What follows belongs to an exercise in optimizing a design on an open flow for small area, a short achievable clock period and few clock cycles; a production flow would make more cautious choices. The RTL was checked by simulation tests, not by an equivalence proof against the original design. No activity file was given, so power comes from the tool's default toggle rates.

===== flow/config.mk =====
export PLATFORM = sky130hd
export DESIGN_NAME = dci_serializer
export DESIGN_NICKNAME = dci_serializer
export VERILOG_FILES = /design/flow/design.v
export SDC_FILE = /design/flow/constraint.sdc
export NUM_CORES = 4
export LEC_CHECK = 0
export CAP_MARGIN = 20
export CORE_MARGIN = 2
export CORE_UTILIZATION = 30
export PLACE_DENSITY = 0.45
export SLEW_MARGIN = 20

===== flow/constraint.sdc =====
create_clock -name core_clock -period 14.0 [get_ports {clk}]
set_input_delay 2.8000 -clock core_clock [delete_from_list [all_inputs] [get_ports {clk}]]
set_output_delay 2.8000 -clock core_clock [all_outputs]
set_load 0.01 [all_outputs]

===== flow/design.v =====
module dci_serializer (
    input  wire        clk,
    input  wire        rst,         
    input  wire        cmd_valid,
    output wire        cmd_ready,
    input  wire [31:0] cmd_data,
    input  wire [3:0]  rd_idx,
    output reg  [31:0] rd_data,
    output reg         done
);
    localparam [3:0] C_ILLEGAL = 4'h1, C_RSVD_HDR = 4'h2, C_FINALIZED = 4'h3,
                     C_APP_WIDTH = 4'h4, C_APP_VALUE = 4'h5, C_OVERFLOW = 4'h6,
                     C_FIELD = 4'h7, C_RSVD_VAL = 4'h8, C_NRB = 4'h9,
                     C_FREQ = 4'hA, C_HOPCFG = 4'hB, C_PSIZE = 4'hC;
    localparam [3:0] K_WIDTH = 4'd0, K_NRB = 4'd1, K_HOPCNT = 4'd2, K_HOPFLAG = 4'd3,
                     K_HOPOFF = 4'd4, K_FREQ = 4'd5, K_SMI = 4'd6, K_TBS = 4'd7,
                     K_PSIZE = 4'd8;
    localparam [2:0] B_NONE = 3'd0, B_CLEAR = 3'd1, B_ZEROS = 3'd2, B_APPEND = 3'd3,
                     B_FINAL = 3'd4, B_FIELD = 3'd5, B_COMMIT = 3'd6, B_FAULT = 3'd7;
    reg          halted;
    reg          in_cmd;        
    reg  [7:0]   opc;
    reg  [3:0]   k;             
    reg  [8:0]   nrb;
    reg  [4:0]   fw;
    reg  [1:0]   h;
    reg          hf;
    reg          sulp, sul;
    reg  [1:0]   smi;
    reg          pb;            
    reg          pf;            
    reg  [3:0]   pcause, pfield;
    reg  [2:0]   b_op;
    reg          b_first;       
    reg  [31:0]  R;             
    reg  [7:0]   pos;           
    reg  [127:0] bank0, bank1;
    reg          acc_ptr, out_ptr;
    reg  [7:0]   acc_len, out_len;
    reg          acc_final, out_valid, fault;
    assign cmd_ready = ~halted;
    wire   accept = cmd_valid & ~halted;
    wire [31:0] v = cmd_data;
    wire       is_pack = opc[4];
    wire [2:0] o       = opc[2:0];
    reg  [3:0] nops;
    always @* begin
        if (!is_pack) nops = (o == 3'd2) ? 4'd2 : 4'd1;    
        else case (o)
            3'd0: nops = 4'd14;
            3'd1: nops = 4'd9;
            3'd2: nops = 4'd13;
            3'd3: nops = 4'd9;
            3'd4: nops = 4'd8;
            3'd5: nops = 4'd7;
            3'd6: nops = 4'd12;
            default: nops = 4'd6;
        endcase
    end
    wire last = (k == nops);
    reg  [7:0] ck;
    always @* begin
        ck = {K_WIDTH, 4'd0};
        case (o)
            3'd0: case (k)
                4'd1:  ck = {K_NRB, 4'd0};
                4'd2:  ck = {K_HOPCNT, 4'd0};
                4'd3:  ck = {K_HOPFLAG, 4'd0};
                4'd4:  ck = {K_HOPOFF, 4'd0};
                4'd5:  ck = {K_FREQ, 4'd0};
                4'd6:  ck = {K_WIDTH, 4'd4};
                4'd7:  ck = {K_WIDTH, 4'd5};
                4'd8:  ck = {K_WIDTH, 4'd1};
                4'd9:  ck = {K_WIDTH, 4'd2};
                4'd10: ck = {K_WIDTH, 4'd4};
                4'd11: ck = {K_WIDTH, 4'd2};
                4'd12: ck = {K_WIDTH, 4'd1};
                4'd13: ck = {K_WIDTH, 4'd1};
                default: ck = {K_PSIZE, 4'd0};
            endcase
            3'd1: case (k)
                4'd1:  ck = {K_NRB, 4'd0};
                4'd2:  ck = {K_HOPFLAG, 4'd0};
                4'd3:  ck = {K_HOPOFF, 4'd0};
                4'd4:  ck = {K_FREQ, 4'd0};
                4'd5:  ck = {K_WIDTH, 4'd4};
                4'd6:  ck = {K_WIDTH, 4'd5};
                4'd7:  ck = {K_WIDTH, 4'd2};
                4'd8:  ck = {K_WIDTH, 4'd2};
                default: ck = {K_PSIZE, 4'd0};
            endcase
            3'd2: case (k)
                4'd1:  ck = {K_NRB, 4'd0};
                4'd2:  ck = {K_FREQ, 4'd0};
                4'd3:  ck = {K_WIDTH, 4'd4};
                4'd4:  ck = {K_WIDTH, 4'd1};
                4'd5:  ck = {K_WIDTH, 4'd5};
                4'd6:  ck = {K_WIDTH, 4'd1};
                4'd7:  ck = {K_WIDTH, 4'd2};
                4'd8:  ck = {K_WIDTH, 4'd4};
                4'd9:  ck = {K_WIDTH, 4'd2};
                4'd10: ck = {K_WIDTH, 4'd2};
                4'd11: ck = {K_WIDTH, 4'd3};
                4'd12: ck = {K_WIDTH, 4'd3};
                default: ck = {K_PSIZE, 4'd0};
            endcase
            3'd3: case (k)
                4'd1:  ck = {K_NRB, 4'd0};
                4'd2:  ck = {K_SMI, 4'd0};
                4'd3:  ck = {K_WIDTH, 4'd8};
                4'd4:  ck = {K_FREQ, 4'd0};
                4'd5:  ck = {K_WIDTH, 4'd4};
                4'd6:  ck = {K_WIDTH, 4'd1};
                4'd7:  ck = {K_WIDTH, 4'd5};
                4'd8:  ck = {K_TBS, 4'd0};
                default: ck = {K_PSIZE, 4'd0};
            endcase
            3'd4: case (k)
                4'd1:  ck = {K_NRB, 4'd0};
                4'd2:  ck = {K_FREQ, 4'd0};
                4'd3:  ck = {K_WIDTH, 4'd4};
                4'd4:  ck = {K_WIDTH, 4'd1};
                4'd5:  ck = {K_WIDTH, 4'd5};
                4'd6:  ck = {K_WIDTH, 4'd2};
                4'd7:  ck = {K_WIDTH, 4'd1};
                default: ck = {K_PSIZE, 4'd0};
            endcase
            3'd5: case (k)
                4'd1:  ck = {K_NRB, 4'd0};
                4'd2:  ck = {K_FREQ, 4'd0};
                4'd3:  ck = {K_WIDTH, 4'd4};
                4'd4:  ck = {K_WIDTH, 4'd1};
                4'd5:  ck = {K_WIDTH, 4'd5};
                4'd6:  ck = {K_TBS, 4'd0};
                default: ck = {K_PSIZE, 4'd0};
            endcase
            3'd6: case (k)
                4'd1:  ck = {K_NRB, 4'd0};
                4'd2:  ck = {K_FREQ, 4'd0};
                4'd3:  ck = {K_WIDTH, 4'd4};
                4'd4:  ck = {K_WIDTH, 4'd1};
                4'd5:  ck = {K_WIDTH, 4'd5};
                4'd6:  ck = {K_WIDTH, 4'd1};
                4'd7:  ck = {K_WIDTH, 4'd2};
                4'd8:  ck = {K_WIDTH, 4'd4};
                4'd9:  ck = {K_WIDTH, 4'd2};
                4'd10: ck = {K_WIDTH, 4'd3};
                4'd11: ck = {K_WIDTH, 4'd3};
                default: ck = {K_PSIZE, 4'd0};
            endcase
            default: case (k)    
                4'd1:  ck = {K_WIDTH, 4'd1};
                4'd2:  ck = {K_WIDTH, 4'd14};
                4'd3:  ck = {K_WIDTH, 4'd4};
                4'd4:  ck = {K_WIDTH, 4'd4};
                4'd5:  ck = {K_WIDTH, 4'd3};
                default: ck = {K_WIDTH, 4'd1};
            endcase
        endcase
    end
    wire [3:0] ck_kind = ck[7:4];
    wire [3:0] ck_w    = ck[3:0];
    function [4:0] fw_of;
        input [8:0] n;
        begin
            if      (n <= 9'd1)   fw_of = 5'd0;
            else if (n <= 9'd2)   fw_of = 5'd2;
            else if (n <= 9'd3)   fw_of = 5'd3;
            else if (n <= 9'd5)   fw_of = 5'd4;
            else if (n <= 9'd7)   fw_of = 5'd5;
            else if (n <= 9'd10)  fw_of = 5'd6;
            else if (n <= 9'd15)  fw_of = 5'd7;
            else if (n <= 9'd22)  fw_of = 5'd8;
            else if (n <= 9'd31)  fw_of = 5'd9;
            else if (n <= 9'd44)  fw_of = 5'd10;
            else if (n <= 9'd63)  fw_of = 5'd11;
            else if (n <= 9'd90)  fw_of = 5'd12;
            else if (n <= 9'd127) fw_of = 5'd13;
            else if (n <= 9'd180) fw_of = 5'd14;
            else if (n <= 9'd255) fw_of = 5'd15;
            else                  fw_of = 5'd16;
        end
    endfunction
    function ge_pow;
        input [31:0] x;
        input [5:0]  w;
        integer j;
        begin
            ge_pow = 1'b0;
            for (j = 0; j < 32; j = j + 1)
                if (j >= w && x[j]) ge_pow = 1'b1;
        end
    endfunction
    wire [4:0] fw_free = fw - {3'd0, h};
    reg  [16:0] trow [0:8];
    integer     ti, tj;
    always @* begin
        for (ti = 0; ti < 9; ti = ti + 1) trow[ti] = 17'd0;
        trow[0][0] = nrb[0];
        for (ti = 1; ti < 9; ti = ti + 1)
            trow[ti] = trow[ti] | ({16'd0, nrb[ti]} << (2 * ti - 1));
        for (ti = 0; ti < 9; ti = ti + 1)
            for (tj = ti + 1; tj < 9; tj = tj + 1)
                trow[ti] = trow[ti] | ({16'd0, nrb[ti] & nrb[tj]} << (ti + tj));
    end
    wire [16:0] t_rb = trow[0] + trow[1] + trow[2] + trow[3] + trow[4] + trow[5] +
                       trow[6] + trow[7] + trow[8] + {9'd0, nrb[8:1]};
    reg  [7:0] nat;
    always @* begin
        case (o)
            3'd0:    nat = 8'd20 + {3'd0, fw} + {7'd0, sulp};
            3'd1:    nat = 8'd15 + {3'd0, fw};
            3'd6:    nat = 8'd26 + {3'd0, fw};
            default: nat = 8'd28 + {3'd0, fw};
        endcase
    end
    reg        ck_fail;
    reg  [3:0] ck_cause;
    always @* begin
        ck_fail  = 1'b0;
        ck_cause = C_FIELD;
        case (ck_kind)
            K_WIDTH: ck_fail = ge_pow(v, {2'd0, ck_w});
            K_NRB: begin
                ck_cause = C_NRB;
                ck_fail  = (v == 32'd0) || (v > 32'd275);
            end
            K_HOPCNT: begin
                ck_cause = C_RSVD_VAL;
                ck_fail  = (v != 32'd0) && (v != 32'd2) && (v != 32'd4);
            end
            K_HOPFLAG: begin
                if (v > 32'd1) ck_fail = 1'b1;
                else if (v[0] && (h == 2'd0 || fw < {3'd0, h})) begin
                    ck_fail  = 1'b1;
                    ck_cause = C_HOPCFG;
                end
            end
            K_HOPOFF: ck_fail = ge_pow(v, {4'd0, h});
            K_FREQ: begin
                ck_cause = C_FREQ;
                ck_fail  = (v[31:16] != 16'd0) || ({1'b0, v[15:0]} >= t_rb) ||
                           (hf && ge_pow(v, {1'b0, fw_free}));
            end
            K_SMI: begin
                if (v > 32'd3) ck_fail = 1'b1;
                else if (v == 32'd0) begin
                    ck_fail  = 1'b1;
                    ck_cause = C_RSVD_VAL;
                end
            end
            K_TBS: begin
                if (v > 32'd3) ck_fail = 1'b1;
                else if (v == 32'd3) begin
                    ck_fail  = 1'b1;
                    ck_cause = C_RSVD_VAL;
                end
            end
            default: begin    
                ck_cause = C_PSIZE;
                ck_fail  = (v[31:8] != 24'd0) || (v[7:0] > 8'd128) || (v[7:0] < nat);
            end
        endcase
    end
    reg  [4:0]  ew;
    reg  [31:0] ev;
    reg         eskip;     
    always @* begin
        ew = 5'd0;
        ev = 32'd0;
        eskip = 1'b0;
        case (o)
            3'd0, 3'd1: begin    
                case ((o == 3'd1 && k != 4'd1) ? k + 4'd1 : k)
                    4'd1:  begin ew = 5'd1; ev = 32'd0; end
                    4'd4:  begin ew = hf ? {3'd0, h} : 5'd0; ev = hf ? v : 32'd0; end
                    4'd5:  begin ew = hf ? fw_free : fw; ev = v; end
                    4'd6:  begin ew = 5'd5; ev = {v[30:0], hf}; end
                    4'd7:  begin ew = 5'd5; ev = v; end
                    4'd8:  if (o == 3'd0) begin ew = 5'd1; ev = v; end
                           else begin ew = 5'd2; ev = v; end    
                    4'd9:  begin ew = 5'd2; ev = v; end
                    4'd10: begin ew = 5'd4; ev = v; end
                    4'd11: begin ew = 5'd2; ev = v; end
                    default: ;
                endcase
            end
            3'd3: case (k)    
                4'd2:  begin ew = 5'd2;  ev = v; end
                4'd3:  begin ew = 5'd8;  ev = v; eskip = ~smi[1]; end
                4'd4:  begin ew = fw;    ev = v; eskip = ~smi[0]; end
                4'd5:  begin ew = 5'd4;  ev = v; eskip = ~smi[0]; end
                4'd6:  begin ew = 5'd1;  ev = v; eskip = ~smi[0]; end
                4'd7:  begin ew = 5'd5;  ev = v; eskip = ~smi[0]; end
                4'd8:  begin ew = 5'd2;  ev = v; eskip = ~smi[0]; end
                default: ;
            endcase
            3'd7: begin ew = {1'b0, ck_w}; ev = v; end    
            default: begin    
                if (k == 4'd1) begin
                    ew = (o == 3'd2 || o == 3'd6) ? 5'd1 : 5'd0;
                    ev = (o == 3'd2 || o == 3'd6) ? 32'd1 : 32'd0;
                end else if (k == 4'd2) begin
                    ew = fw; ev = v;
                end else if (!last) begin
                    ew = (ck_kind == K_TBS) ? 5'd2 : {1'b0, ck_w}; ev = v;
                end
            end
        endcase
    end
    wire       final_fwd = (b_op == B_FINAL || b_op == B_COMMIT) ? 1'b1 :
                           (b_op == B_CLEAR) ? 1'b0 : acc_final;
    wire       w_big     = (v[31:6] != 26'd0) || (v[5] && v[4:0] != 5'd0);
    wire [8:0] app_end   = {1'b0, acc_len} + {3'd0, v[5:0]};
    wire [8:0] zer_end   = {1'b0, acc_len} + {1'b0, v[7:0]};
    wire [7:0] pk_end = pos + {3'd0, ew};
    always @(posedge clk) begin
        if (rst) begin
            halted <= 1'b0;
            in_cmd <= 1'b0;
            opc    <= 8'd0;
            k      <= 4'd0;
            pf     <= 1'b0;
            pcause <= 4'd0;
            pfield <= 4'd0;
            b_op   <= B_NONE;
            b_first <= 1'b0;
        end else begin
            b_op    <= B_NONE;
            b_first <= 1'b0;
            if (accept) begin
                if (!in_cmd) begin
                    opc  <= v[7:0];
                    k    <= 4'd1;
                    pos  <= 8'd0;
                    pf   <= 1'b0;
                    hf   <= 1'b0;
                    sulp <= 1'b0;
                    pfield <= 4'd0;
                    if (v[31:8] != 24'd0) begin
                        pf <= 1'b1; pcause <= C_RSVD_HDR;
                        b_op <= B_FAULT; halted <= 1'b1;
                    end else case (v[7:0])
                        8'h01: b_op <= B_CLEAR;
                        8'h02, 8'h03, 8'h10, 8'h11, 8'h12, 8'h13,
                        8'h14, 8'h15, 8'h16, 8'h17: in_cmd <= 1'b1;
                        8'h04: if (final_fwd) begin
                                   pf <= 1'b1; pcause <= C_FINALIZED;
                                   b_op <= B_FAULT; halted <= 1'b1;
                               end else
                                   b_op <= B_FINAL;
                        default: begin
                            pf <= 1'b1; pcause <= C_ILLEGAL;
                            b_op <= B_FAULT; halted <= 1'b1;
                        end
                    endcase
                end else if (!is_pack) begin
                    k <= k + 4'd1;
                    if (o == 3'd3) begin    
                        in_cmd <= 1'b0;
                        pos    <= zer_end[7:0];
                        if (acc_final) begin
                            pf <= 1'b1; pcause <= C_FINALIZED; pfield <= 4'd0;
                            b_op <= B_FAULT; halted <= 1'b1;
                        end else if (v[31:8] != 24'd0 || zer_end > 9'd128) begin
                            pf <= 1'b1; pcause <= C_OVERFLOW; pfield <= 4'd1;
                            b_op <= B_FAULT; halted <= 1'b1;
                        end else
                            b_op <= B_ZEROS;
                    end else if (k == 4'd1) begin    
                        R <= v;
                    end else begin                   
                        in_cmd <= 1'b0;
                        pos    <= app_end[7:0];
                        if (acc_final) begin
                            pf <= 1'b1; pcause <= C_FINALIZED; pfield <= 4'd0;
                            b_op <= B_FAULT; halted <= 1'b1;
                        end else if (w_big) begin
                            pf <= 1'b1; pcause <= C_APP_WIDTH; pfield <= 4'd2;
                            b_op <= B_FAULT; halted <= 1'b1;
                        end else if (ge_pow(R, v[5:0])) begin
                            pf <= 1'b1; pcause <= C_APP_VALUE; pfield <= 4'd1;
                            b_op <= B_FAULT; halted <= 1'b1;
                        end else if (app_end > 9'd128) begin
                            pf <= 1'b1; pcause <= C_OVERFLOW; pfield <= 4'd2;
                            b_op <= B_FAULT; halted <= 1'b1;
                        end else
                            b_op <= B_APPEND;
                    end
                end else begin
                    k <= k + 4'd1;
                    if (!pf && ck_fail) begin
                        pf     <= 1'b1;
                        pcause <= ck_cause;
                        pfield <= k;
                    end
                    if (k == 4'd1) begin
                        pb  <= ~acc_ptr;
                        nrb <= v[8:0];
                        fw  <= fw_of(v[8:0]);
                        h   <= (v[8:0] < 9'd50) ? 2'd1 : 2'd2;    
                    end
                    if (o == 3'd0 && k == 4'd2)
                        h <= (v == 32'd4) ? 2'd2 : (v == 32'd2) ? 2'd1 : 2'd0;
                    if ((o == 3'd0 && k == 4'd3) || (o == 3'd1 && k == 4'd2))
                        hf <= v[0];
                    if (o == 3'd0 && k == 4'd12) sulp <= v[0];
                    if (o == 3'd0 && k == 4'd13) sul  <= v[0];
                    if (o == 3'd3 && k == 4'd2)  smi  <= v[1:0];
                    if (last) begin
                        in_cmd <= 1'b0;
                        if (pf || ck_fail) begin
                            b_op <= B_FAULT; halted <= 1'b1;
                        end else
                            b_op <= B_COMMIT;
                        if (o == 3'd7) begin    
                            R   <= v;
                            pos <= pk_end;
                        end else begin
                            R   <= {31'd0, (o == 3'd0) & sulp & sul};
                            pos <= v[7:0];
                        end
                    end else begin
                        b_op    <= eskip ? B_NONE : B_FIELD;
                        b_first <= (k == 4'd1);
                        R       <= ev;
                        pos     <= pk_end;
                    end
                end
            end
        end
    end
    wire [6:0]   b_s = 7'd0 - pos[6:0];
    wire [127:0] sh  = {96'd0, R} << b_s;
    reg  k0, k1, w0, w1;
    always @* begin
        k0 = 1'b1; k1 = 1'b1; w0 = 1'b0; w1 = 1'b0;
        if (rst) begin
            k0 = 1'b0; k1 = 1'b0;
        end else case (b_op)
            B_CLEAR:  if (out_ptr) k0 = 1'b0; else k1 = 1'b0;
            B_APPEND: if (acc_ptr) w1 = 1'b1; else w0 = 1'b1;
            B_FIELD, B_COMMIT: begin
                if (pb) begin w1 = 1'b1; k1 = ~b_first; end
                else    begin w0 = 1'b1; k0 = ~b_first; end
            end
            default: ;
        endcase
    end
    always @(posedge clk) begin
        bank0 <= (bank0 & {128{k0}}) | (sh & {128{w0}});
        bank1 <= (bank1 & {128{k1}}) | (sh & {128{w1}});
    end
    always @(posedge clk) begin
        if (rst) begin
            acc_ptr   <= 1'b0;
            acc_len   <= 8'd0;
            acc_final <= 1'b0;
            out_valid <= 1'b0;
            fault     <= 1'b0;
            done      <= 1'b0;
        end else begin
            done <= (b_op != B_NONE) && (b_op != B_FIELD);
            case (b_op)
                B_CLEAR: begin
                    acc_ptr   <= ~out_ptr;
                    acc_len   <= 8'd0;
                    acc_final <= 1'b0;
                end
                B_ZEROS, B_APPEND: acc_len <= pos;
                B_FINAL: begin
                    out_ptr   <= acc_ptr;
                    out_len   <= acc_len;
                    out_valid <= 1'b1;
                    acc_final <= 1'b1;
                end
                B_COMMIT: begin
                    acc_ptr   <= pb;
                    out_ptr   <= pb;
                    acc_len   <= pos;
                    out_len   <= pos;
                    out_valid <= 1'b1;
                    acc_final <= 1'b1;
                end
                B_FAULT: begin
                    fault     <= 1'b1;
                    out_valid <= 1'b0;
                end
                default: ;
            endcase
        end
    end
    wire       rd_acc = (rd_idx[3:2] == 2'd1);
    wire       rd_out = (rd_idx[3:2] == 2'd2);
    wire       rd_b1  = (rd_acc & acc_ptr) | (rd_out & out_ptr);
    wire       rd_b0  = (rd_acc & ~acc_ptr) | (rd_out & ~out_ptr);
    wire [3:0] rd_w   = 4'b0001 << rd_idx[1:0];
    wire [3:0] rd_s   = (rd_idx[3:2] == 2'd0) ? rd_w : 4'd0;
    integer    rj;
    always @* begin
        rd_data = ({32{rd_s[0]}} & {29'd0, out_valid, acc_final, fault}) |
                  ({32{rd_s[1] & fault}} & {12'd0, pfield, opc, 4'd0, pcause}) |
                  ({32{rd_s[2]}} & {24'd0, acc_len}) |
                  ({32{rd_s[3]}} & {24'd0, out_len});
        for (rj = 0; rj < 4; rj = rj + 1)
            rd_data = rd_data | ({32{rd_b0 & rd_w[rj]}} & bank0[127 - 32 * rj -: 32]) |
                                ({32{rd_b1 & rd_w[rj]}} & bank1[127 - 32 * rj -: 32]);
    end
endmodule

===== flow/flow/run.sh =====
#!/bin/bash
# The standard layout, with repair_timing asked for 7.0 ns of setup slack and
# sky130_fd_sc_hd__buf_2 as the port buffer (every port still gets one).
# The clock, its period and the I/O constraints are the standard flow's, unchanged.
set -euo pipefail
bash standard.sh SETUP_SLACK_MARGIN=7.0 "BUFFER_PORTS_ARGS=-buffer_cell sky130_fd_sc_hd__buf_2" finish > make_finish.log 2>&1

===== flow/standard.sh =====
#!/bin/bash
# synth_recipe.tcl (not shown) runs the flow's synth.tcl, then flattens the netlist and writes it again
# the make line also repeats each setting of config.mk as NAME=value (left out here)
make -C /OpenROAD-flow-scripts/flow DESIGN_CONFIG=/design/flow/config.mk WORK_HOME=/design/flow/orfs CLKGATE_MAP_FILE= SYNTH_SCRIPT=/design/flow/synth_recipe.tcl "${@:-finish}"

==> flow_summary.toml, run 1 <==
[outcome]
status = "finished clean"

[clock_network]
cts_max_level = 2
clock_latency_ps = 630
postCtsHoldBufs = 0
root_buffer = "clkbuf_16"
clk_pin_slew_ps = 60
numCtsBuffers = 47
cts_tree = "done"
clk_path_buf_depth = 3
cts.sinks = 396

[floorplanning]
fp.coreArea_sq_um = 79130
io_pins = 73
num_rows = 103
die_y_um = 286.8
start_util_pct = 30.31
die_area_sq_um = 82230
fp.dieW_um = 286.8

[synth]
synthArstFlopShare_pct = 0
synth_edf_count = 71
yosysWarnings = 2
ys_ff_latch = 396
synth_area_sq_um = 23990
synth_cell_types = 85
synth_seq_area_share_pct = 36.01
syn-num-nets = 2970
synthesis.instances = 2811
avgSynthCellArea_sq_um = 8.533
synthFlopType = "dfxtp_1"

[timing]
fin_crit_sh_pct = 51.90
worst_pin_slew_ps = 1053
setup_tns_ps = 0
slew_violations = 0
maxSlewHeadroom_pct = 29.07
finalClockSkew_ps = 37.02
worst_slack_ps = 6734
holdWs_ps = 456.8
fmax_mhz = 137.6
timing_hold_violations_final = 0
rsz0062_at_grt = "yes"
fin_crit_ps = 7266
setup_viol = 0

[placed_design]
placed_cell_area_sq_um = 25400
numPortBuffers = 72
place_congestion = 0.9115
hpwl_um = 65550
dp_slack_ps = 6038

[cells_and_area]
n_antenna_cell = 0
final_core_util_pct = 35.43
syn2layout_area_growth_pct = 16.88
final_cell_mix = "nand2_1 (368), dfxtp_1 (325), o21ai_0 (207)"
stdcell_area_sq_um = 28030
num-fill-cells = 8256
layout_commonest_cell = "nand2_1"
nets = 2958
drive_gt1_share_pct = 13.42

[global_routing]
antenna_found_initial = 0
grt_max_degree = 77
grt_pass1_wl_um = 144600
grt_pass1_vias = 22420
track_usage_pct = 22.78
overflow = 0

[power_and_ir_drop]
p_comb_share_pct = 19.4
switching_share_pct = 31.82
internal_power_w = 0.002171
p_sw_w = 0.001013
ir_worst_vdd_mv = 0.08039
p_leak_nw = 10.62
seqPwrFrac_pct = 38.1
powerDensity_nw_per_um2 = 113.6
pwr-share-clk_pct = 42.6

[route]
wl_um = 96060
dr.pass1.iters = 6
wl_per_cell_um = 24.71
first_iter_violations = 2150
ant_nets = 0
via_per_inst = 5.877
drc_errors = 0
via_count = 22850

[setup_path]
worst_path_dominant_cell_family = "simple AND/OR/NAND/NOR gates"
crit_chain = "buf_8 -> nor3_2 -> nor2_2 -> buf_12 -> buf_4 -> nor2_4 -> buf_12 -> a22o_1 -> a221oi_2 -> nand3_1 -> buf_2"
worstPathMaxFanout = 6
cp-end-kind = "output port"
cpMostUsedCell = "buf_12"
crit_arrival_ps = 4470
required_ps = 11200
critical_path.startpoint_type = "input port"
crit_buf_inv = 5
worst_path_max_delay_cell = "nor2_4"
cpPeakStageDelay_ps = 300
crit_type = "input port to output port"

[worst_hold_path]
min_path_type = "flip-flop to flip-flop"

[flow_run]
cap_violations = 0
==> registers in the layout, summed over array words and instances, names as in the netlist, 4 cells and up, named ones only <==
| name | cells |
|---|---|
| pos | 8 |
| fw | 5 |
| pfield | 4 |
| k | 4 |
| nrb | 9 |
| out_len | 8 |
| opc | 8 |
| acc_len | 8 |
| bank0 | 128 |
| bank1 | 128 |
| pcause | 4 |
| R | 32 |
==> final timing paths <==
path | startpoint | endpoint | slack [ps] | cells after the start
setup reg to reg | nrb[2]$_DFFE_PP_ | pfield[1]$_SDFFE_PP0P_ | 7450 | 29
hold / removal | bank0[22]$_DFF_P_ | bank0[22]$_DFF_P_ | 460 | 2
hold reg to reg | bank0[22]$_DFF_P_ | bank0[22]$_DFF_P_ | 460 | 2
setup / recovery | rd_idx[3] | rd_data[0] | 6730 | 11
==> logic make-up (layout without fill, tap and decap cells) <==
logic type | Yosys count | after routing | synth area share [%]
AO/OA/AOI/OAI | 1021 | 1021 | 29.33
AND/OR/NAND/NOR | 836 | 836 | 15.60
flip-flops | 396 | 396 | 36.01
buffers and inverters | 290 | 317 | 4.658
adder cells (fa/ha/maj) | 121 | 121 | 7.084
multiplexers | 98 | 98 | 5.519
XOR/XNOR | 49 | 49 | 1.789
==> synthesized netlist by cell type (25+ instances only) <==
library cell  count  share of area [%]
a21oi_1         176                3.7
mux2i_1          55                2.3
and2_1           28               0.73
a221oi_1         27               0.99
a22oi_1          91                2.8
mux4_2           25                2.3
nor2_1          187                2.9
a22o_1          195                7.1
nand3_1          67                1.4
o22ai_1          69                1.8
dfxtp_1         325                 27
fa_1             25                2.1
a221o_1          32                1.3
inv_1            69                1.1
nand2_1         368                5.8
clkbuf_1        186                2.9
edfxtp_1         71                8.9
xnor2_1          28                1.0
nor2b_1          26               0.68
o21ai_1          34               0.71
ha_1             95                5.0
o21ai_0         207                4.3
nor3_1           47               0.98
==> power groups by stage <==
stage / Sequential (W) / Combinational, W / Clock, W
after floorplan: 0.00122 / 0.000387 / 0
after global placement: 0.00124 / 0.000578 / 0
after detailed placement: 0.00124 / 0.000583 / 0
after CTS: 0.00121 / 0.000605 / 0.00137
after global routing: 0.00121 / 0.000664 / 0.00142
final: 0.00121 / 0.000616 / 0.00136
==> final cells by class <==
class / count / area [sq um] / area share, %
Clock buffer: 67 / 1404 / 5.008
Inverter: 74 / 282.8 / 1.009
Sequential cell: 396 / 8638 / 30.81
Multi-Input combinational cell: 2125 / 14730 / 52.56
Timing Repair Buffer: 155 / 1353 / 4.825
Tap cell: 1050 / 1314 / 4.686
Clock inverter: 21 / 307.8 / 1.098
==> routing by layer <==
metal	track usage [%]	routed length (um)	vias up
li1	-	-	10510
met1	29.67	40910	11290
met2	38.70	46270	894
met3	3.164	5870	158
met4	7.565	3020	0
met5	0	0	-
==> through the flow <==
stage / power [W] / std cells
3_3_place_gp: 0.001815 / 3767
4_1_cts: 0.003191 / 3878
5_1_grt: 0.003295 / 3888
3_5_place_dp: 0.001820 / 3767
6_report: 0.003184 / 3888
2_1_floorplan: 0.001605 / 2811
==> timing repair <==
item | CTS | global route
gates cloned | 4 | 2
endpoints found under the setup margin | 32 | 43
resized for setup | 86 | 14
setup buffers | 19 | 8
pin swaps | 52 | 12
==> tightest hold or removal path: stages, from the launching register on <==
cell and delay [ps]:
dfxtp_1 330, nand2_1 50, o21ai_0 50
Testbench counts, summed over its fixed seeds: cycles 15,871.
==> run 2: changes to the inputs <==
==> flow/flow/run.sh (replaced) <==
#!/bin/bash
# The standard layout, with repair_timing asked for 7.5 ns of setup slack and
# sky130_fd_sc_hd__buf_2 as the port buffer (every port still gets one).
# The clock, its period and the I/O constraints are the standard flow's, unchanged.
set -euo pipefail
bash standard.sh SETUP_SLACK_MARGIN=7.5 "BUFFER_PORTS_ARGS=-buffer_cell sky130_fd_sc_hd__buf_2" finish > make_finish.log 2>&1
==> run 2 against run 1 <==
Still clean on timing, DRC and antenna; sequential power about the same; die area unchanged; cell area increased by 1.2%; synthesized area unchanged; routed wire length increased by 1.6%; synthesized cell count unchanged; critical path depth decreased by 1.
==> flow_summary.toml, run 2 <==
[synth]
yosysMostFrequentCell = "nand2_1"
ys_ff_latch = 396
syn-num-nets = 2970
synth_top_area_share_pct = 27.13
synthesis.instances = 2811
yosysWarnings = 2
synth_seq_area_share_pct = 36.01
muxShareOfSynthArea_pct = 5.519
synth_cell_types = 85
synth-compound-area-share_pct = 29.33
ys_top_cells_by_area = "dfxtp_1 (27%), edfxtp_1 (8.9%), a22o_1 (7.1%)"
synth_edf_count = 71
yosysTopAreaCell = "dfxtp_1"
yosys.area_share.simple_pct = 15.60
synthArstFlopShare_pct = 0
synth_area_sq_um = 23990
synthFlopType = "dfxtp_1"
avgSynthCellArea_sq_um = 8.533
yosys-top-cells-count = "nand2_1 (368), dfxtp_1 (325), o21ai_0 (207), a22o_1 (195), nor2_1 (187)"
synth_top_family_by_area = "compound AO/OA/AOI/OAI gates"
synth_xor_area_share_pct = 1.789
synth_adder_area_share_pct = 7.084

[cells_and_area]
drive_gt1_share_pct = 14.54
num-fill-cells = 8154
final_cell_mix = "nand2_1 (366), dfxtp_1 (325), o21ai_0 (201)"
syn2layout_area_growth_pct = 18.27
fin_cells = 3898
top_regs = "bank0 (128), bank1 (128), R (32)"
stdcell_area_sq_um = 28370
layout_commonest_cell = "nand2_1"
nets = 2969
n_antenna_cell = 0

[worst_hold_path]
min_path_type = "flip-flop to flip-flop"

[route]
dr.pass1.iters = 6
wl_per_cell_um = 25.03
wl_um = 97580
first_iter_violations = 2155
via_count = 23140
drc_errors = 0
via_per_inst = 5.936
ant_nets = 0

[global_routing]
overflow = 0
top_usage_layer = "met2"
grt_use_met2_pct = 37.66
grt_max_degree = 87
grt_pass1_vias = 22300
grt_pass1_wl_um = 144200
track_usage_pct = 22.80
met1_usage_pct = 29.95
grt_use_met3_pct = 2.687
antenna_found_initial = 0

[floorplanning]
die_area_sq_um = 82230
fp.coreArea_sq_um = 79130
num_rows = 103
die_y_um = 286.8
fp.dieW_um = 286.8
io_pins = 73
start_util_pct = 30.31

[flow_run]
cap_violations = 0

[clock_network]
root_buffer = "clkbuf_16"
cts_max_level = 2
clk_pin_slew_ps = 60
clock_latency_ps = 630
cts.sinks = 396
clk_path_buf_depth = 3
cts_tree = "done"
numCtsBuffers = 47

[setup_path]
crit_chain = "buf_12 -> nor3b_4 -> nor2_4 -> buf_6 -> nor2_4 -> buf_12 -> a22o_1 -> a221oi_2 -> nand3_2 -> buf_4"
crit_type = "input port to output port"
worstPathMaxFanout = 16
crit_arrival_ps = 4470
worst_path_max_delay_cell = "a221oi_2"
required_ps = 11200
critical_path.startpoint_type = "input port"
cp-end-kind = "output port"
cpPeakStageDelay_ps = 250

[power_and_ir_drop]
total_power_w = 0.003168
p_leak_nw = 10.78
ir_worst_vdd_mv = 0.09613
powerDensity_nw_per_um2 = 111.7

[timing]
maxSlewHeadroom_pct = 25.30
timing_hold_violations_final = 0
rsz0062_at_grt = "yes"
setup_viol = 0
worst_pin_slew_ps = 1121
slew_violations = 0
setup_tns_ps = 0
fin_crit_sh_pct = 51.96
fmax_mhz = 137.5
fin_crit_ps = 7275
finalClockSkew_ps = 39.41

[outcome]
status = "finished clean"

[placed_design]
numPortBuffers = 72
place_congestion = 0.9047
dp_cells = 3766
hpwl_um = 64760
placed_cell_area_sq_um = 25480
## run 2: cell count changes in the layout (fill, tap and decap cells not counted), sizes merged
cell | previous run | this run
clkinvlp | 2 | 0
clkinv | 13 | 17
clkbuf | 69 | 68
buf | 152 | 161
## run 2: worst paths after layout
check / startpoint / end / slack (ps) / cells past startpoint
worst min-delay path: bank0[14]$_DFF_P_ / bank0[14]$_DFF_P_ / 460 / 2
worst max-delay path: rd_idx[3] / rd_data[2] / 6730 / 10
worst min register to register: bank0[14]$_DFF_P_ / bank0[14]$_DFF_P_ / 460 / 2
worst max register to register: nrb[0]$_DFFE_PP_ / pfield[0]$_SDFFE_PP0P_ / 7860 / 30
## run 2: metal layers
| metal | vias up | part of all wire [%] |
|---|---|---|
| li1 | 10540 | - |
| met1 | 11490 | 43 |
| met2 | 910 | 46 |
| met3 | 204 | 5.7 |
| met4 | 0 | 4.8 |
| met5 | - | 0 |
## run 2: cell type report
cell class                 instances  area (sq um)  area share, %
clock buffer                      64          1353          4.768
clock inverter                    23         309.0          1.089
timing repair buffer             166          1593          5.615
tap                             1050          1314          4.631
inverter                          74         294.0          1.036
sequential                       396          8638          30.45
multi-input combinational       2125         14870          52.41
## run 2: stage by stage
stage                     utilization (%)  setup WS [ps]  hold slack (ps)
after CTS                           35.39           6810            456.2
after detailed placement            32.21           6128            444.0
after floorplan                         -           7239            419.9
after global routing                35.85           6696            487.9
after global placement              32.21           6198            440.7
final                               35.85           6725            457.5
## run 2: cells by family after synthesis
kind of cell | count (synthesis)
fa+ha+maj | 121
compound gates | 1021
buf+inv | 290
simple gates | 836
xor+xnor | 49
mux | 98
flops | 396
## run 2: critical path, delay by kind of cell
kind | cells | cell delay, ps
buffers and inverters | 4 | 600
AND/OR/NAND/NOR | 4 | 570
AO/OA/AOI/OAI | 2 | 490
## run 2: what timing repair did
item	CTS	global route
pin swaps	39	28
resized for setup	81	48
buffers inserted	26	7
gates cloned	8	4
setup endpoints to repair	43	42
hold endpoints to repair	0	0
hold buffers	0	0
## run 2: power breakdown
| part | internal [W] | total (W) | switching [W] | leakage [nW] |
|---|---|---|---|---|
| sequential | 0.00118 | 0.00121 | 0.0000268 | 3.27 |
| clock | 0.000778 | 0.00133 | 0.000549 | 0.825 |
| combinational | 0.000190 | 0.000629 | 0.000439 | 6.68 |
| total | 0.00215 | 0.00317 | 0.00102 | 10.8 |
==> run 3: changes to the inputs <==
==> flow/flow/run.sh (replaced) <==
#!/bin/bash
# The standard layout, with repair_timing asked for 6.5 ns of setup slack
# (the clock, its period and the I/O constraints are the standard flow's, unchanged).
set -euo pipefail
bash standard.sh SETUP_SLACK_MARGIN=6.5 finish > make_finish.log 2>&1
==> run 3 against run 2 <==
Non-clock buffer count grew 2; count of clock-buffer cells in the layout shrank 4; register-to-register slack lost 790 ps; clock skew shrank 1.6 ps; first-iteration DRC count shrank 7.3%; sequential power is essentially flat; synthesized area is the same; cell count is essentially flat; via count shrank 1.2%.
==> flow_summary.toml, run 3 <==
[power_and_ir_drop]
p_comb_share_pct = 19.6
p_sw_w = 0.0009936
powerDensity_nw_per_um2 = 113.1
pwr-share-clk_pct = 42.4
ir_worst_vdd_mv = 0.09492
switching_share_pct = 31.18
total_power_w = 0.003187
seqPwrFrac_pct = 38.1
p_leak_nw = 10.79
internal_power_w = 0.002193

[timing]
maxSlewHeadroom_pct = 23.89
fin_crit_ps = 7501
slew_violations = 0
setup_tns_ps = 0
timing_hold_violations_final = 0
rsz0062_at_grt = "yes"
setup_viol = 0
worst_pin_slew_ps = 1142
finalClockSkew_ps = 37.84
fmax_mhz = 133.3
fin_crit_sh_pct = 53.58

[global_routing]
antenna_found_initial = 0
grt_pass1_vias = 22460
track_usage_pct = 22.59
grt_max_degree = 90
grt_pass1_wl_um = 143400
overflow = 0

[route]
wl_per_cell_um = 24.77
ant_nets = 0
via_count = 22870
drc_errors = 0
wl_um = 96520
first_iter_violations = 1997
via_per_inst = 5.868
dr.pass1.iters = 8

[flow_run]
cap_violations = 0

[synth]
syn-num-nets = 2970
synth_adder_area_share_pct = 7.084
synth_area_sq_um = 23990
muxShareOfSynthArea_pct = 5.519
synth_seq_area_share_pct = 36.01
synth_top_family_by_area = "compound AO/OA/AOI/OAI gates"
ys_top_cells_by_area = "dfxtp_1 (27%), edfxtp_1 (8.9%), a22o_1 (7.1%)"
ys_ff_latch = 396
synthFlopType = "dfxtp_1"
synthesis.instances = 2811
avgSynthCellArea_sq_um = 8.533
yosysMostFrequentCell = "nand2_1"
yosys.area_share.simple_pct = 15.60
synth_xor_area_share_pct = 1.789
synth-compound-area-share_pct = 29.33
synthArstFlopShare_pct = 0
synth_cell_types = 85
synth_edf_count = 71
yosys-top-cells-count = "nand2_1 (368), dfxtp_1 (325), o21ai_0 (207), a22o_1 (195), nor2_1 (187)"
yosysTopAreaCell = "dfxtp_1"
synth_top_area_share_pct = 27.13
yosysWarnings = 2

[cells_and_area]
final_cell_mix = "nand2_1 (367), dfxtp_1 (325), o21ai_0 (206)"
nets = 2970
drive_gt1_share_pct = 10.68
layout_commonest_cell = "nand2_1"
n_antenna_cell = 0
num-fill-cells = 8104
top_regs = "bank0 (128), bank1 (128), R (32)"
syn2layout_area_growth_pct = 17.49

[floorplanning]
fp.dieW_um = 286.8
num_rows = 103
start_util_pct = 30.31
die_y_um = 286.8
die_area_sq_um = 82230
io_pins = 73
fp.coreArea_sq_um = 79130

[clock_network]
clk_path_buf_depth = 3
clock_latency_ps = 610
root_buffer = "clkbuf_16"
cts.sinks = 396
numCtsBuffers = 46
cts_max_level = 2
clk_pin_slew_ps = 60
cts_tree = "done"

[setup_path]
crit_type = "input port to output port"
crit_arrival_ps = 4700
ff2ff_setup_slack_ps = 7070
required_ps = 11200
critical_path.startpoint_type = "input port"
cp-end-kind = "output port"
worstPathMaxFanout = 11

[worst_hold_path]
min_path_type = "flip-flop to flip-flop"

[outcome]
status = "finished clean"

[placed_design]
numPortBuffers = 72
hpwl_um = 65740
place_congestion = 0.9172
==> run 3: worst max-delay path, cell delays in order <==
cell and delay, ps:
buf_2 130, inv_2 60, nor3_1 130, a31oi_1 60
buf_4 190, buf_4 150, nor2_4 240, buf_12 200
a22oi_1 70, nand4_1 110, clkdlybuf4s50_1 540
==> run 3: path summary, 6_finish.rpt <==
path / start / end / depth (start not counted)
worst max register to register: nrb[3]$_DFFE_PP_ / pfield[0]$_SDFFE_PP0P_ / 30
worst max-delay path: rd_idx[2] / rd_data[30] / 11
worst min-delay path: bank0[31]$_DFF_P_ / bank0[31]$_DFF_P_ / 2
worst min register to register: bank0[31]$_DFF_P_ / bank0[31]$_DFF_P_ / 2
==> run 3: kinds of logic (layout without fill, tap and decap cells) <==
group                    count (synthesis)  after routing
AO/OA/AOI/OAI                         1021           1021
AND/OR/NAND/NOR                        836            836
flip-flops                             396            396
buffers and inverters                  290            326
adder cells (fa/ha/maj)                121            121
multiplexers                            98             98
XOR/XNOR                                49             49
==> run 3: layout make-up <==
type                            count  area [sq um]  area share [%]
Inverter                           74         277.8          0.9857
Tap cell                         1050          1314           4.662
Clock inverter                     24         375.4           1.332
Timing Repair Buffer              168          1707           6.056
Sequential cell                   396          8638           30.65
Multi-Input combinational cell   2125         14550           51.64
Clock buffer                       60          1316           4.671
==> run 3: layer usage <==
metal,wire (um),up-vias,track usage [%]
met4,3376,0,8.333
met3,5610,163,3.315
met5,0,-,0
li1,-,10530,-
met2,46450,846,38.59
met1,41080,11330,28.81
==> run 3: metrics by stage <==
stage | area, sq um | cells | util, % | worst slack [ps] | hold WS, ps
2_1_floorplan | 23990 | 2811 | - | 6658 | 419.9
3_3_place_gp | 25800 | 3776 | 32.61 | 5413 | 434.0
3_5_place_dp | 25800 | 3776 | 32.61 | 5367 | 445.5
4_1_cts | 27970 | 3881 | 35.34 | 6353 | 460.0
5_1_grt | 28180 | 3897 | 35.61 | 6430 | 484.6
6_report | 28180 | 3897 | 35.61 | 6499 | 458.0
==> run 3: what timing repair did <==
| item | 4_1_cts | 5_1_grt |
|---|---|---|
| pin swaps | 13 | 17 |
| endpoints found under the setup margin | 32 | 26 |
| cloned | 5 | 3 |
| buffers inserted | 16 | 13 |
| hold buffers | 0 | 0 |
| gates resized for setup | 93 | 41 |
==> run 3: power by group through the flow <==
stage	Sequential [W]	Clock [W]	Combinational, W
after global placement	0.00124	0	0.000586
final	0.00121	0.00135	0.000623
after CTS	0.00121	0.00137	0.000608
after global routing	0.00122	0.00141	0.000671
after floorplan	0.00122	0	0.000386
after detailed placement	0.00124	0	0.000590
==> run 4: changes to the inputs <==
--- a/flow/design.v
+++ b/flow/design.v
@@ -194,15 +194,61 @@
     wire [4:0] fw_free = fw - {3'd0, h};
-    reg  [16:0] trow [0:8];
-    integer     ti, tj;
-    always @* begin
-        for (ti = 0; ti < 9; ti = ti + 1) trow[ti] = 17'd0;
-        trow[0][0] = nrb[0];
-        for (ti = 1; ti < 9; ti = ti + 1)
-            trow[ti] = trow[ti] | ({16'd0, nrb[ti]} << (2 * ti - 1));
-        for (ti = 0; ti < 9; ti = ti + 1)
-            for (tj = ti + 1; tj < 9; tj = tj + 1)
-                trow[ti] = trow[ti] | ({16'd0, nrb[ti] & nrb[tj]} << (ti + tj));
-    end
-    wire [16:0] t_rb = trow[0] + trow[1] + trow[2] + trow[3] + trow[4] + trow[5] +
-                       trow[6] + trow[7] + trow[8] + {9'd0, nrb[8:1]};
+    wire tc1 = (nrb[0] & nrb[1]) ^ nrb[2] ^ nrb[1];
+    wire tc2 = ((nrb[0] & nrb[1]) & nrb[2]) | ((nrb[0] & nrb[1]) & nrb[1]) | (nrb[2] & nrb[1]);
+    wire tc3 = (nrb[1] & nrb[2]) ^ (nrb[0] & nrb[3]) ^ nrb[4];
+    wire tc4 = ((nrb[1] & nrb[2]) & (nrb[0] & nrb[3])) | ((nrb[1] & nrb[2]) & nrb[4]) | ((nrb[0] & nrb[3]) & nrb[4]);
+    wire tc5 = (nrb[1] & nrb[3]) ^ (nrb[0] & nrb[4]) ^ nrb[5];
+    wire tc6 = ((nrb[1] & nrb[3]) & (nrb[0] & nrb[4])) | ((nrb[1] & nrb[3]) & nrb[5]) | ((nrb[0] & nrb[4]) & nrb[5]);
+    wire tc7 = (nrb[2] & nrb[3]) ^ (nrb[1] & nrb[4]) ^ (nrb[0] & nrb[5]);
+    wire tc8 = ((nrb[2] & nrb[3]) & (nrb[1] & nrb[4])) | ((nrb[2] & nrb[3]) & (nrb[0] & nrb[5])) | ((nrb[1] & nrb[4]) & (nrb[0] & nrb[5]));
+    wire tc9 = (nrb[2] & nrb[4]) ^ (nrb[1] & nrb[5]) ^ (nrb[0] & nrb[6]);
+    wire tc10 = ((nrb[2] & nrb[4]) & (nrb[1] & nrb[5])) | ((nrb[2] & nrb[4]) & (nrb[0] & nrb[6])) | ((nrb[1] & nrb[5]) & (nrb[0] & nrb[6]));
+    wire tc11 = (nrb[3] & nrb[4]) ^ (nrb[2] & nrb[5]) ^ (nrb[1] & nrb[6]);
+    wire tc12 = ((nrb[3] & nrb[4]) & (nrb[2] & nrb[5])) | ((nrb[3] & nrb[4]) & (nrb[1] & nrb[6])) | ((nrb[2] & nrb[5]) & (nrb[1] & nrb[6]));
+    wire tc13 = (nrb[0] & nrb[7]) ^ nrb[8] ^ nrb[4];
+    wire tc14 = ((nrb[0] & nrb[7]) & nrb[8]) | ((nrb[0] & nrb[7]) & nrb[4]) | (nrb[8] & nrb[4]);
+    wire tc15 = (nrb[3] & nrb[5]) ^ (nrb[2] & nrb[6]) ^ (nrb[1] & nrb[7]);
+    wire tc16 = ((nrb[3] & nrb[5]) & (nrb[2] & nrb[6])) | ((nrb[3] & nrb[5]) & (nrb[1] & nrb[7])) | ((nrb[2] & nrb[6]) & (nrb[1] & nrb[7]));
+    wire tc17 = (nrb[4] & nrb[5]) ^ (nrb[3] & nrb[6]) ^ (nrb[2] & nrb[7]);
+    wire tc18 = ((nrb[4] & nrb[5]) & (nrb[3] & nrb[6])) | ((nrb[4] & nrb[5]) & (nrb[2] & nrb[7])) | ((nrb[3] & nrb[6]) & (nrb[2] & nrb[7]));
+    wire tc19 = (nrb[4] & nrb[6]) ^ (nrb[3] & nrb[7]) ^ (nrb[2] & nrb[8]);
+    wire tc20 = ((nrb[4] & nrb[6]) & (nrb[3] & nrb[7])) | ((nrb[4] & nrb[6]) & (nrb[2] & nrb[8])) | ((nrb[3] & nrb[7]) & (nrb[2] & nrb[8]));
+    wire tc21 = (nrb[5] & nrb[6]) ^ (nrb[4] & nrb[7]) ^ (nrb[3] & nrb[8]);
+    wire tc22 = ((nrb[5] & nrb[6]) & (nrb[4] & nrb[7])) | ((nrb[5] & nrb[6]) & (nrb[3] & nrb[8])) | ((nrb[4] & nrb[7]) & (nrb[3] & nrb[8]));
+    wire tc23 = (nrb[0] & nrb[2]) ^ nrb[3] ^ tc2;
+    wire tc24 = ((nrb[0] & nrb[2]) & nrb[3]) | ((nrb[0] & nrb[2]) & tc2) | (nrb[3] & tc2);
+    wire tc25 = nrb[6] ^ nrb[3] ^ tc7;
+    wire tc26 = (nrb[6] & nrb[3]) | (nrb[6] & tc7) | (nrb[3] & tc7);
+    wire tc27 = nrb[7] ^ tc9 ^ tc8;
+    wire tc28 = (nrb[7] & tc9) | (nrb[7] & tc8) | (tc9 & tc8);
+    wire tc29 = tc13 ^ tc11 ^ tc10;
+    wire tc30 = (tc13 & tc11) | (tc13 & tc10) | (tc11 & tc10);
+    wire tc31 = (nrb[0] & nrb[8]) ^ tc15 ^ tc14;
+    wire tc32 = ((nrb[0] & nrb[8]) & tc15) | ((nrb[0] & nrb[8]) & tc14) | (tc15 & tc14);
+    wire tc33 = (nrb[1] & nrb[8]) ^ nrb[5] ^ tc17;
+    wire tc34 = ((nrb[1] & nrb[8]) & nrb[5]) | ((nrb[1] & nrb[8]) & tc17) | (nrb[5] & tc17);
+    wire tc35 = nrb[6] ^ tc21 ^ tc20;
+    wire tc36 = (nrb[6] & tc21) | (nrb[6] & tc20) | (tc21 & tc20);
+    wire tc37 = (nrb[5] & nrb[7]) ^ (nrb[4] & nrb[8]) ^ tc22;
+    wire tc38 = ((nrb[5] & nrb[7]) & (nrb[4] & nrb[8])) | ((nrb[5] & nrb[7]) & tc22) | ((nrb[4] & nrb[8]) & tc22);
+    wire tc39 = nrb[2] ^ tc3 ^ tc24;
+    wire tc40 = (nrb[2] & tc3) | (nrb[2] & tc24) | (tc3 & tc24);
+    wire tc41 = tc12 ^ tc31 ^ tc30;
+    wire tc42 = (tc12 & tc31) | (tc12 & tc30) | (tc31 & tc30);
+    wire tc43 = tc16 ^ tc33 ^ tc32;
+    wire tc44 = (tc16 & tc33) | (tc16 & tc32) | (tc33 & tc32);
+    wire tc45 = tc19 ^ tc18 ^ tc34;
+    wire tc46 = (tc19 & tc18) | (tc19 & tc34) | (tc18 & tc34);
+    wire tc47 = (nrb[6] & nrb[7]) ^ nrb[7] ^ tc38;
+    wire tc48 = ((nrb[6] & nrb[7]) & nrb[7]) | ((nrb[6] & nrb[7]) & tc38) | (nrb[7] & tc38);
+    wire tc49 = tc5 ^ tc4 ^ tc40;
+    wire tc50 = (tc5 & tc4) | (tc5 & tc40) | (tc4 & tc40);
+    wire tc51 = tc6 ^ tc25 ^ tc50;
+    wire tc52 = (tc6 & tc25) | (tc6 & tc50) | (tc25 & tc50);
+    wire tc53 = tc27 ^ tc26 ^ tc52;
+    wire tc54 = (tc27 & tc26) | (tc27 & tc52) | (tc26 & tc52);
+    wire tc55 = tc29 ^ tc28 ^ tc54;
+    wire tc56 = (tc29 & tc28) | (tc29 & tc54) | (tc28 & tc54);
+    wire [15:0] tr0 = {nrb[8], tc48, tc47, tc36, tc46, tc44, tc42, tc56, tc55, tc53, tc51, tc49, tc39, tc23, tc1, nrb[0]};
+    wire [15:0] tr1 = {1'b0, 1'b0, 1'b0, tc37, tc35, tc45, tc43, tc41, 1'b0, 1'b0, 1'b0, 1'b0, 1'b0, 1'b0, 1'b0, nrb[1]};
+    wire [15:0] t_rb = tr0 + tr1;
     reg  [7:0] nat;
@@ -241,3 +287,3 @@
                 ck_cause = C_FREQ;
-                ck_fail  = (v[31:16] != 16'd0) || ({1'b0, v[15:0]} >= t_rb) ||
+                ck_fail  = (v[31:16] != 16'd0) || (v[15:0] >= t_rb) ||
                            (hf && ge_pow(v, {1'b0, fw_free}));
@@ -277,4 +323,4 @@
                     4'd5:  begin ew = hf ? fw_free : fw; ev = v; end
-                    4'd6:  begin ew = 5'd5; ev = {v[30:0], hf}; end
-                    4'd7:  begin ew = 5'd5; ev = v; end
+                    4'd6:  begin ew = 5'd4; ev = v; end    
+                    4'd7:  begin ew = 5'd6; ev = {v[31:6], v[5] | hf, v[4:0]}; end    
                     4'd8:  if (o == 3'd0) begin ew = 5'd1; ev = v; end
@@ -313,4 +359,3 @@
     wire       w_big     = (v[31:6] != 26'd0) || (v[5] && v[4:0] != 5'd0);
-    wire [8:0] app_end   = {1'b0, acc_len} + {3'd0, v[5:0]};
-    wire [8:0] zer_end   = {1'b0, acc_len} + {1'b0, v[7:0]};
+    wire [8:0] acc_end   = {1'b0, acc_len} + {1'b0, v[7:0]};
     wire [7:0] pk_end = pos + {3'd0, ew};
@@ -320,9 +365,3 @@
             in_cmd <= 1'b0;
-            opc    <= 8'd0;
-            k      <= 4'd0;
-            pf     <= 1'b0;
-            pcause <= 4'd0;
-            pfield <= 4'd0;
             b_op   <= B_NONE;
-            b_first <= 1'b0;
         end else begin
@@ -360,3 +399,3 @@
                         in_cmd <= 1'b0;
-                        pos    <= zer_end[7:0];
+                        pos    <= acc_end[7:0];
                         if (acc_final) begin
@@ -364,3 +403,3 @@
                             b_op <= B_FAULT; halted <= 1'b1;
-                        end else if (v[31:8] != 24'd0 || zer_end > 9'd128) begin
+                        end else if (v[31:8] != 24'd0 || acc_end > 9'd128) begin
                             pf <= 1'b1; pcause <= C_OVERFLOW; pfield <= 4'd1;
@@ -373,3 +412,3 @@
                         in_cmd <= 1'b0;
-                        pos    <= app_end[7:0];
+                        pos    <= acc_end[7:0];
                         if (acc_final) begin
@@ -383,3 +422,3 @@
                             b_op <= B_FAULT; halted <= 1'b1;
-                        end else if (app_end > 9'd128) begin
+                        end else if (acc_end > 9'd128) begin
                             pf <= 1'b1; pcause <= C_OVERFLOW; pfield <= 4'd2;
==> flow/flow/run.sh (replaced) <==
#!/bin/bash
# The standard layout, with repair_timing asked for 6.5 ns of setup slack and
# sky130_fd_sc_hd__buf_2 as the port buffer (every port still gets one).
# The clock, its period and the I/O constraints are the standard flow's, unchanged.
set -euo pipefail
bash standard.sh SETUP_SLACK_MARGIN=6.5 "BUFFER_PORTS_ARGS=-buffer_cell sky130_fd_sc_hd__buf_2" finish > make_finish.log 2>&1
==> run 4 against run 3 <==
Cell count shrank 6.2%; first-iteration DRC count is 0.10% higher; highest routed layer unchanged; core utilization shrank 0.94 points; critical endpoint is now rd_data[11].
==> flow_summary.toml, run 4 <==
[synth]
synth_top_area_share_pct = 26.25
synth_seq_area_share_pct = 38.33
synthFlopType = "dfxtp_1"
syn-num-nets = 2731
synthArstFlopShare_pct = 0
yosysWarnings = 1
yosys-top-cells-count = "dfxtp_1 (303), nand2_1 (295), a22o_1 (199), o21ai_0 (181), nor2_1 (178)"
ys_top_cells_by_area = "dfxtp_1 (26%), edfxtp_1 (12%), a22o_1 (7.5%)"
synth_edf_count = 93
synth_cell_types = 85
yosysTopAreaCell = "dfxtp_1"
synth_area_sq_um = 23110
yosysMostFrequentCell = "dfxtp_1"
avgSynthCellArea_sq_um = 8.912
synthesis.instances = 2593
ys_ff_latch = 396

[route]
first_iter_violations = 1999
ant_nets = 0
wl_per_cell_um = 25.23
via_per_inst = 5.794
dr.pass1.iters = 5
wl_um = 92170
via_count = 21170
drc_errors = 0

[worst_hold_path]
min-delay-start = "bank0[12]$_DFF_P_"
hold_depth = 2
min_to = "bank0[12]$_DFF_P_"
min_path_type = "flip-flop to flip-flop"

[flow_run]
cap_violations = 0

[floorplanning]
start_util_pct = 30.38
die_y_um = 281.5
num_rows = 101
die_area_sq_um = 79270
io_pins = 73
fp.coreArea_sq_um = 76080
fp.dieW_um = 281.5

[power_and_ir_drop]
total_power_w = 0.002753
p_leak_nw = 9.869
ir_worst_vdd_mv = 0.07553
powerDensity_nw_per_um2 = 104.4

[setup_path]
cp-end-kind = "output port"
r2r_start = "nrb[4]$_DFFE_PP_"
crit_buf_inv = 5
crit_chain = "buf_2 -> inv_2 -> nor3_1 -> a31oi_1 -> buf_6 -> nor2_2 -> buf_8 -> a222oi_1 -> nand3_1 -> a221o_1 -> buf_2"
worstPathMaxFanout = 24
reg2regPathDepth = 26
critical_path.startpoint_type = "input port"
worst_path_max_delay_cell = "a222oi_1"
crit_type = "input port to output port"
required_ps = 11200
worst_path_dominant_cell_family = "compound AO/OA/AOI/OAI gates"
ff2ff_setup_slack_ps = 6900
reg2reg_to = "pfield[1]$_SDFFCE_PN0P_"
crit_arrival_ps = 4610
cpPeakStageDelay_ps = 360
cpMostUsedCell = "buf_2"

[clock_network]
cts_max_level = 2
clk_pin_slew_ps = 60
cts.sinks = 396
cts_tree = "done"
clk_path_buf_depth = 3
numCtsBuffers = 47
root_buffer = "clkbuf_16"
clock_latency_ps = 620

[global_routing]
grt_pass1_vias = 20970
grt_max_degree = 85
track_usage_pct = 22.90
antenna_found_initial = 5
overflow = 0
grt_pass1_wl_um = 137400

[cells_and_area]
layout_commonest_cell = "dfxtp_1"
fin_cells = 3654
final_cell_mix = "dfxtp_1 (303), nand2_1 (295), a22o_1 (199)"
nets = 2726
num-fill-cells = 7893
drive_gt1_share_pct = 12.01
top_regs = "bank0 (128), bank1 (128), R (32)"
syn2layout_area_growth_pct = 14.15

[timing]
fin_crit_sh_pct = 52.95
timing_hold_violations_final = 0
rsz0062_at_grt = "no"
setup_tns_ps = 0
slew_violations = 0
maxSlewHeadroom_pct = 18.78
setup_viol = 0
fmax_mhz = 134.9
worst_pin_slew_ps = 1203
finalClockSkew_ps = 29.27
fin_crit_ps = 7412

[placed_design]
numPortBuffers = 72
hpwl_um = 62900
place_congestion = 0.9087
dp_cells = 3552

[outcome]
status = "finished clean"
## run 4: cells by family after synthesis
family / after synthesis / share of synthesized area, %
AO/OA/AOI/OAI: 897 / 27.22
flip-flops: 396 / 38.33
buffers and inverters: 287 / 4.759
multiplexers: 98 / 5.988
AND/OR/NAND/NOR: 765 / 15.47
adder cells (fa/ha/maj): 99 / 6.302
XOR/XNOR: 51 / 1.933
## run 4: worst max path at each step
stage              start          end  slack (ps)  cells after the start
6_report       rd_idx[2]  rd_data[11]        6590                     11
5_1_grt        rd_idx[2]  rd_data[11]        6500                     11
4_1_cts        rd_idx[2]  rd_data[11]        6530                     11
3_3_place_gp   rd_idx[3]  rd_data[15]        5980                      8
2_1_floorplan  rd_idx[0]   rd_data[0]        6760                      7
3_5_place_dp   rd_idx[3]  rd_data[15]        5920                      8
## run 4: layout make-up
class / instances / area [sq um] / area share [%]
antenna: 1 / 2.502 / 0.009486
inverter: 98 / 367.9 / 1.394
tap: 1030 / 1289 / 4.885
clock buffer: 66 / 1370 / 5.194
timing repair buffer: 133 / 907.1 / 3.439
multi-input combinational: 1912 / 13390 / 50.77
sequential: 396 / 8859 / 33.58
clock inverter: 18 / 191.4 / 0.7257
## run 4: where the power goes
group          leakage [nW]  total, W  switching, W  internal, W
Clock                 0.763   0.00125      0.000529     0.000723
Sequential             3.30   0.00120     0.0000147      0.00118
Combinational          5.81  0.000304      0.000216    0.0000875
## run 4: through the flow
stage	hold slack (ps)	setup slack [ps]	instance area, sq um	util [%]
3_3_place_gp	435.8	5981	24530	32.24
2_1_floorplan	419.6	6763	23110	-
4_1_cts	456.9	6531	26280	34.54
3_5_place_dp	442.4	5920	24530	32.24
6_report	453.9	6588	26380	34.67
5_1_grt	476.0	6504	26380	34.67
## run 4: timing repair
action / CTS / global route
endpoints found under the setup margin: 32 / 23
gates cloned: 2 / 0
pin swaps: 3 / 3
buffers inserted: 10 / 5
hold buffers: 0 / 0
gates resized for setup: 15 / 11
## run 4: worst min-delay path: stages (launching register included)
cell	delay, ps
dfxtp_1	330
nand2_1	40
o21ai_0	50
## run 4: metal layers
| metal | share of wire [%] | up-vias | global-route usage, % |
|---|---|---|---|
| met5 | 0 | - | 0 |
| met4 | 4.4 | 0 | 9.602 |
| met3 | 5.6 | 192 | 3.033 |
| met2 | 47 | 761 | 38.20 |
| met1 | 43 | 10530 | 29.73 |
| li1 | - | 9690 | - |
Testbench counts of run 4, summed over its fixed seeds: cycles 15,871.
==> run 5: changes to the inputs <==
--- a/flow/config.mk
+++ b/flow/config.mk
@@ -10,2 +10,4 @@
 export CORE_UTILIZATION = 30
+export CTS_CLUSTER_DIAMETER = 90
+export CTS_CLUSTER_SIZE = 30
 export PLACE_DENSITY = 0.45
==> run 5 against run 4 <==
Worst setup slack better by 10 ps; largest cell class unchanged; highest routed layer unchanged; synthesized cell count stayed put; still clean on timing, DRC and antenna; clock power is about 30% lower; first-iteration DRC count is 9.4% lower; via count is 0.39% lower; synthesized area stayed put; flip-flop and latch count stayed put.
==> flow_summary.toml, run 5 <==
[synth]
synth_cell_types = 85
ys_ff_latch = 396
yosysTopAreaCell = "dfxtp_1"
synth_seq_area_share_pct = 38.33
synth_top_area_share_pct = 26.25
synthArstFlopShare_pct = 0
synth_area_sq_um = 23110
yosysMostFrequentCell = "dfxtp_1"
yosysWarnings = 1
ys_top_cells_by_area = "dfxtp_1 (26%), edfxtp_1 (12%), a22o_1 (7.5%)"
synthFlopType = "dfxtp_1"
synth_edf_count = 93
yosys-top-cells-count = "dfxtp_1 (303), nand2_1 (295), a22o_1 (199), o21ai_0 (181), nor2_1 (178)"
avgSynthCellArea_sq_um = 8.912
synthesis.instances = 2593
syn-num-nets = 2731

[timing]
fin_crit_ps = 7402
timing_hold_violations_final = 0
fin_crit_sh_pct = 52.87
slew_violations = 0
rsz0062_at_grt = "no"
setup_viol = 0
maxSlewHeadroom_pct = 19.33
worst_slack_ps = 6598
fmax_mhz = 135.1
setup_tns_ps = 0
finalClockSkew_ps = 59.83
worst_pin_slew_ps = 1206

[floorplanning]
die_area_sq_um = 79270
fp.dieW_um = 281.5
die_y_um = 281.5
start_util_pct = 30.38
io_pins = 73
num_rows = 101
fp.coreArea_sq_um = 76080

[route]
drc_errors = 0
wl_per_cell_um = 25.28
via_count = 21090
first_iter_violations = 1812
dr.pass1.iters = 5
via_per_inst = 5.834
ant_nets = 0
wl_um = 91390

[cells_and_area]
nets = 2704
multi_input_area_sq_um = 13390
final_core_util_pct = 33.84
drive_gt1_share_pct = 11.03
num-fill-cells = 7945
syn2layout_area_growth_pct = 11.41
layout_commonest_cell = "dfxtp_1"
final_cell_mix = "dfxtp_1 (303), nand2_1 (295), a22o_1 (199)"
top_regs = "bank0 (128), bank1 (128), R (32)"
regArea_sq_um = 8859

[placed_design]
dp_slack_ps = 5920
hpwl_um = 62900
numPortBuffers = 72
place_congestion = 0.9087

[setup_path]
required_ps = 11200
crit_type = "input port to output port"
worst_path_max_delay_cell = "nor2_4"
worst_path_dominant_cell_family = "buffers and inverters"
crit_chain = "buf_2 -> inv_2 -> nor3_1 -> a31oi_1 -> buf_6 -> buf_12 -> buf_4 -> nor2_4 -> a221oi_1 -> nand3_1 -> buf_2"
cpMostUsedCell = "buf_2"
crit_buf_inv = 6
worstPathMaxFanout = 12
crit_arrival_ps = 4600
cpPeakStageDelay_ps = 440
cp-end-kind = "output port"
critical_path.startpoint_type = "input port"

[clock_network]
clk_path_buf_depth = 3
root_buffer = "clkbuf_16"
numCtsBuffers = 25
cts_tree = "done"
clk_pin_slew_ps = 100
clock_latency_ps = 630
cts.sinks = 396
cts_max_level = 1

[worst_hold_path]
min_path_type = "flip-flop to flip-flop"

[outcome]
status = "finished clean"

[flow_run]
cap_violations = 0

[global_routing]
track_usage_pct = 22.62
grt_max_degree = 85
grt_pass1_vias = 20710
antenna_found_initial = 5
grt_pass1_wl_um = 136300
overflow = 0

[power_and_ir_drop]
total_power_w = 0.002372
ir_worst_vdd_mv = 0.07840
p_leak_nw = 9.552
powerDensity_nw_per_um2 = 92.14
==> run 5: cell count changes in the layout (fill, tap and decap cells not counted), moves of 2 or more <==
cell / previous run / this run
clkbuf_16: 49 / 26
clkbuf_1: 9 / 0
clkinv_2: 8 / 1
clkinv_8: 0 / 7
clkbuf_8: 8 / 2
clkinvlp_4: 3 / 0
inv_12: 0 / 3
bufinv_16: 2 / 0
inv_8: 0 / 2
==> run 5: worst paths after layout <==
check                                                to         startpoint  depth (start not counted)  slack [ps]
worst max-delay path                         rd_data[3]          rd_idx[2]                         11        6600
worst min-delay path                  bank1[16]$_DFF_P_  bank1[16]$_DFF_P_                          2         470
worst max register to register  pfield[1]$_SDFFCE_PN0P_   nrb[4]$_DFFE_PP_                         26        6870
worst min register to register        bank1[16]$_DFF_P_  bank1[16]$_DFF_P_                          2         470
==> run 5: routing by layer <==
metal,part of all wire [%],routed length (um),up-vias,GRT usage (%)
met5,0,0,-,0
met4,4.1,3791,0,8.320
met3,5.5,4985,172,2.544
met2,48,43440,821,38.15
met1,43,39180,10470,29.77
li1,-,-,9627,-
==> run 5: final cells by class <==
cell class                 count  share of cell area, %
antenna                        2                0.01944
clock buffer                  28                  2.634
clock inverter                16                 0.9671
inverter                      98                  1.429
multi-input combinational   1912                  52.02
sequential                   396                  34.41
tap                         1030                  5.005
timing repair buffer         133                  3.523
==> run 5: cells by family (layout without fill, tap and decap cells) <==
group,count (synthesis),count (layout),synth area share (%)
flip-flops,396,396,38.33
AO/OA/AOI/OAI,897,897,27.22
adder cells (fa/ha/maj),99,99,6.302
other,0,2,0
multiplexers,98,98,5.988
AND/OR/NAND/NOR,765,767,15.47
buffers and inverters,287,275,4.759
XOR/XNOR,51,51,1.933
==> run 5: timing repair <==
action / in CTS / in global routing
resized for setup: 15 / 11
pin swaps: 3 / 3
gates cloned: 2 / 0
hold buffers: 0 / 0
buffers inserted: 10 / 5
setup endpoints to repair: 32 / 23
==> run 5: power breakdown <==
part / switching, W / internal, W / total (W)
combinational: 0.000216 / 0.0000875 / 0.000303
clock: 0.000490 / 0.000383 / 0.000873
sequential: 0.0000147 / 0.00118 / 0.00120
total: 0.000720 / 0.00165 / 0.00237
==> run 5: stage by stage <==
step / hold WS, ps / std cells / cell area [sq um]
floorplan: 419.6 / 2593 / 23110
global placement: 435.8 / 3552 / 24530
detailed placement: 442.4 / 3552 / 24530
CTS: 469.9 / 3608 / 25640
global route: 486.9 / 3613 / 25740
finish: 465.2 / 3615 / 25750
==> run 5: tightest hold or removal path, stage by stage (launching register included) <==
cell     delay [ps]
dfxtp_1         340
nand2_1          40
o21ai_0          50

==> afterwards: timing with drivers on the ports <==
The results above use ideal ports. As a check the final layouts listed here were re-extracted and re-timed, cells and wires unchanged. Step 1, drivers: a clkbuf_16 drives clk and a buf_2 each remaining input, both assumed. Step 2, shift: input delay + t, output delay - t, t = (earliest + latest rising clock arrival at the registers) / 2. This alone moves slack from input paths to output paths. Three values: ideal, step 1, step 2; two values: the first two.
run | shift t [ns] | setup slack, ns | worst setup path after step 2 | slew at the worst register clock pin (ns) | worst data-port slew with drivers (ns)
run 1 | 0.672 | 6.734 / 6.677 / 6.677 | input to output | 0.07 / 0.07 | 0.07
run 2 | 0.665 | 6.725 / 6.668 / 6.668 | input to output | 0.07 / 0.07 | 0.08
run 3 | 0.652 | 6.499 / 6.465 / 6.465 | input to output | 0.07 / 0.07 | 0.06
run 4 | 0.664 | 6.588 / 6.545 / 6.545 | input to output | 0.07 / 0.07 | 0.10
run 5 | 0.665 | 6.598 / 6.545 / 6.545 | input to output | 0.12 / 0.12 | 0.10
After both steps every run listed still meets setup and hold.
